Source: an optimization exercise on an open RTL-to-GDS flow (aim: small area, a short achievable clock period and few clock cycles per item). Production flows keep margins and buffers that such runs may drop. The RTL was checked by simulation tests, not by an equivalence proof against the original design. Power is estimated from default activity; no workload was simulated.

## v21
Design conv3x3, start of the top module:
module conv3x3 (
    input  wire         clk,
    input  wire         rst,
    input  wire         cfg_we,
    input  wire [3:0]   cfg_addr,
    input  wire [31:0]  cfg_wdata,
    input  wire         in_valid,
    output wire         in_ready,
    input  wire [143:0] in_pix,
    input  wire [8:0]   in_mask,
    output wire         out_valid,
    input  wire         out_ready,
    output wire [15:0]  out_pix
);
    localparam SW = 52;      
    localparam DM = 35;      
    localparam QW = 34;      
    localparam K_TOT = 2'd0;
    localparam K_WS  = 2'd1;
    localparam K_PIX = 2'd2;
    localparam D_IDLE = 2'd0;
    localparam D_ITER = 2'd1;
    localparam D_FIN  = 2'd2;
    reg [31:0] wt [0:8];
    reg [31:0] divisor;
    reg [31:0] threshold;
    reg        div_auto;
    reg        dyn_div;
    reg        lane16;
    integer n;
    always @(posedge clk) begin
        if (cfg_we) begin
            case (cfg_addr)
                4'd9:    divisor   <= cfg_wdata;
                4'd10:   threshold <= cfg_wdata;
                4'd11:   begin
                             div_auto <= cfg_wdata[0];
                             dyn_div  <= cfg_wdata[1];
                             lane16   <= cfg_wdata[2];
                         end
                default: begin
                             for (n = 0; n < 9; n = n + 1)
                                 if (cfg_addr == n) wt[n] <= cfg_wdata;
                         end
            endcase
        end
    end
    reg        active;        
    reg [1:0]  ph;            
    reg [3:0]  jj;            
  ...
Size: about 5700 cells after synthesis, about 880 flip-flops, roughly 210 I/O pins, roughly 61000 sq um of cells after synthesis.
Settings: LEC_CHECK=0, CAP_MARGIN=20, CORE_MARGIN=2, CORE_UTILIZATION=60, CTS_CLUSTER_DIAMETER=90, CTS_CLUSTER_SIZE=25, SETUP_SLACK_MARGIN=5, SLEW_MARGIN=20; clock period 12.5 ns.
run.sh (not shown) runs the stock make flow with config.mk's settings and CLKGATE_MAP_FILE= SYNTH_SCRIPT=/design/flow/synth_recipe.tcl, a recipe that flattens the netlist after the stock synthesis.
v21 ran to completion and came out clean on the timing, DRC and antenna checks.
Testbench counts of v21, summed over its fixed seeds: cycles 32,911, items 4,096.
Inputs modified between v21 and v49:
# v21
export LEC_CHECK = 0
export CAP_MARGIN = 20
export CORE_MARGIN = 2
export CORE_UTILIZATION = 60
export CTS_CLUSTER_DIAMETER = 90
export CTS_CLUSTER_SIZE = 25
export SETUP_SLACK_MARGIN = 5
export SLEW_MARGIN = 20
create_clock -name core_clock -period 12.5 [get_ports {clk}]
# v49
export LEC_CHECK = 0
export CAP_MARGIN = 20
export CORE_MARGIN = 2
export CORE_UTILIZATION = 60
export SLEW_MARGIN = 20
create_clock -name core_clock -period 12.5 [get_ports {clk}]
==> flow/flow/run.sh (new file) <==
#!/bin/bash
# The standard layout (standard.sh, unchanged synthesis), with two changes in how it
# is made: timing repair aims for 8.15 ns of extra setup slack, so the resizer keeps
# improving paths past the 12.5 ns constraint, and clock tree synthesis clusters more
# sinks per leaf buffer and inserts no dummy loads. Each tool's output is in standard.log.
set -o pipefail
bash standard.sh SETUP_SLACK_MARGIN=8.15 \
  "CTS_ARGS=-sink_clustering_enable -repair_clock_nets -sink_clustering_size 25 -sink_clustering_max_diameter 90 -dont_use_dummy_load" \
  finish > standard.log 2>&1
==> flow/standard.sh (new file) <==
#!/bin/bash
# synth_recipe.tcl (not shown) runs the flow's synth.tcl, then flattens the netlist and writes it again
# the make line also repeats each setting of config.mk as NAME=value (left out here)
make -C /OpenROAD-flow-scripts/flow DESIGN_CONFIG=/design/flow/config.mk WORK_HOME=/design/flow/orfs CLKGATE_MAP_FILE= SYNTH_SCRIPT=/design/flow/synth_recipe.tcl "${@:-finish}"
removed: flow/run.sh
Results
On total number of multi-input combinational cells, v21 and v49 are neck and neck. From v49 to v21, buffer depth of the longest clock path did not move at all. Going from v21 to v49, area growth from synthesis to layout shows an increase of 7.6 points; post-route worst hold slack shows an increase of 0.028 ns; number of optimization iterations in the first detailed-route pass shows an increase of 2; combinational power share shows an increase of 3.8 points. v49 against v21: sequential fraction of design power -2.0 points, post-layout worst setup margin rose 1.52 ns, synthesized instance count barely changed. v49 has wire length reported by the detailed router above what v21 had.
> inputs changed (v49 -> v55)
==> flow/flow/run.sh <==
#!/bin/bash
# The standard layout (standard.sh, unchanged synthesis), with two changes in how it
# is made: timing repair aims for 8 ns of extra setup slack, so the resizer keeps
# improving paths past the 12.5 ns constraint, and clock tree synthesis clusters more
# sinks per leaf buffer and inserts no dummy loads. Each tool's output is in standard.log.
set -o pipefail
bash standard.sh SETUP_SLACK_MARGIN=8 \
  "CTS_ARGS=-sink_clustering_enable -repair_clock_nets -sink_clustering_size 25 -sink_clustering_max_diameter 90 -dont_use_dummy_load" \
  finish > standard.log 2>&1
--- outcome ---
Delta (v55 minus v49): via count of the first global-routing pass went up, quantity of gates resized following cts decreased by about 46% relative to the old numbers.
v55 finished all stages; the layout is clean.
As far as HPWL reported at the end of detailed placement is concerned, v55 and v49 perform about the same.
From v49 to v55 the numbers moved as follows: worst setup slack rose by 0.055 ns, maximum vdd drop lower, final area fell 3.0%, routed wire length has decreased, mean instance size in the synthesized netlist has remained practically unchanged.
Setup changes, v55 to v36
# v55
export LEC_CHECK = 0
export CAP_MARGIN = 20
export CORE_MARGIN = 2
export CORE_UTILIZATION = 60
export SLEW_MARGIN = 20
create_clock -name core_clock -period 12.5 [get_ports {clk}]
# v36
export LEC_CHECK = 0
export CAP_MARGIN = 20
export CORE_MARGIN = 2
export CORE_UTILIZATION = 60
export SLEW_MARGIN = 20
export TNS_END_PERCENT = 0
create_clock -name core_clock -period 12.5 [get_ports {clk}]
## What came out
Power: v36 < v55
Leakage power of the design (v36 over v55): decrease, 0.34 nW
Headroom to the max-slew limit on v36 is down relative to v55.
Taking v55 as the reference, in v36 critical path depth went up 2, relative contribution of combinational cells to total power shrank by 1.1 points, switching component of the power lost about 2.1%.
Relative area of clock buffers and inverters in the final design: v36 vs v55, no meaningful difference
Where worst hold slack is concerned, v55 is better than v36.
When v36 is measured against v55, its mean routed wirelength per cell turns out 0.39 um higher.
Combinational power sits lower in v36 than in v55.
## Diff of input files: v40 against v36
# v36
export LEC_CHECK = 0
export CAP_MARGIN = 20
export CORE_MARGIN = 2
export CORE_UTILIZATION = 60
export SLEW_MARGIN = 20
export TNS_END_PERCENT = 0
create_clock -name core_clock -period 12.5 [get_ports {clk}]
# v40
export LEC_CHECK = 0
export CAP_MARGIN = 20
export CORE_MARGIN = 2
export CORE_UTILIZATION = 60
export PLACE_DENSITY = 0.75
export SLEW_MARGIN = 20
create_clock -name core_clock -period 12.5 [get_ports {clk}]
Findings:
- Per the final summary, v40 finished and its layout is clean on timing, DRC and antenna.
- Combined buffer and inverter count along the critical path: v36 and v40 compared, higher one is v36
- Looking only at power density over the cells, and setting everything else aside, the lower value of v36 and v40 goes to v36.
- As of v40, post-route met1 wirelength had fallen slightly compared to v36.
- The share of total power in combinational logic number comes out lower for v36 vs v40.
- Cell with the largest stage delay on the worst path = or4_4: v40; cell with the largest stage delay on the worst path = or4bb_1: v36
- Relative to v36, the final cell count without fillers measured on v40 has increased slightly.
diff inputs: v40 => v53
# v40
export LEC_CHECK = 0
export CAP_MARGIN = 20
export CORE_MARGIN = 2
export CORE_UTILIZATION = 60
export PLACE_DENSITY = 0.75
export SLEW_MARGIN = 20
create_clock -name core_clock -period 12.5 [get_ports {clk}]
# v53
export LEC_CHECK = 0
export CAP_MARGIN = 20
export CORE_MARGIN = 2
export CORE_UTILIZATION = 60
export SLEW_MARGIN = 20
create_clock -name core_clock -period 12.5 [get_ports {clk}]
==> flow/flow/run.sh <==
#!/bin/bash
# The standard layout (standard.sh, unchanged synthesis), with two changes in how it
# is made: timing repair aims for 7.8 ns of extra setup slack, so the resizer keeps
# improving paths past the 12.5 ns constraint, and clock tree synthesis clusters more
# sinks per leaf buffer and inserts no dummy loads. Each tool's output is in standard.log.
set -o pipefail
bash standard.sh SETUP_SLACK_MARGIN=7.8 \
  "CTS_ARGS=-sink_clustering_enable -repair_clock_nets -sink_clustering_size 25 -sink_clustering_max_diameter 90 -dont_use_dummy_load" \
  finish > standard.log 2>&1
==> comparison <==
On cell area after placement, v53 and v40 are basically level. Proportion of cell area occupied by registers: v53 and v40 compared, higher one is v53. Diff v40 -> v53: worst hold-check slack did not really move; power decreased by about 4.5% relative to the old numbers. Clock insertion delay at the later pin of the skew report (v53 over v40): increase, 0.02 ns. Compared with v40, global-route wire length before repair in v53 decreased by a few percent.

## separate check: timing with driven ports
The results above use ideal ports. As a check the final layouts listed here were re-extracted and re-timed, cells and wires unchanged.
Step 1: set_driving_cell puts a clkbuf_16 on clk and a buf_2 on each other input, an assumption about the parent block.
Step 2, shift: input delay + t, output delay - t, t = (earliest + latest rising clock arrival at the registers) / 2. This alone moves slack from input paths to output paths.
a / b / c = no drivers / after step 1 / after step 2; a / b = the first two.
run	shift t [ns]	setup slack, ns	hold WS [ns]	worst setup path at the end	worst data-port slew with drivers (ns)
v21	0.742	6.354 / 6.354 / 6.354	0.408 / 0.408 / 0.408	register to register	0.11
v49	0.724	7.872 / 7.872 / 7.527	0.436 / 0.436 / 0.436	input to register	0.09
v55	0.706	7.928 / 7.928 / 7.439	0.436 / 0.436 / 0.436	input to register	0.07
v36	0.722	7.713 / 7.713 / 7.097	0.426 / 0.426 / 0.426	input to register	0.12
v40	0.700	7.903 / 7.903 / 7.448	0.438 / 0.438 / 0.438	input to register	0.13
v53	0.710	7.742 / 7.742 / 7.291	0.438 / 0.438 / 0.438	input to register	0.13
After both steps every run listed still meets setup and hold. The setup slack of v36, which loses most, moves by 0.000 ns with the drivers and by -0.616 ns with both steps.
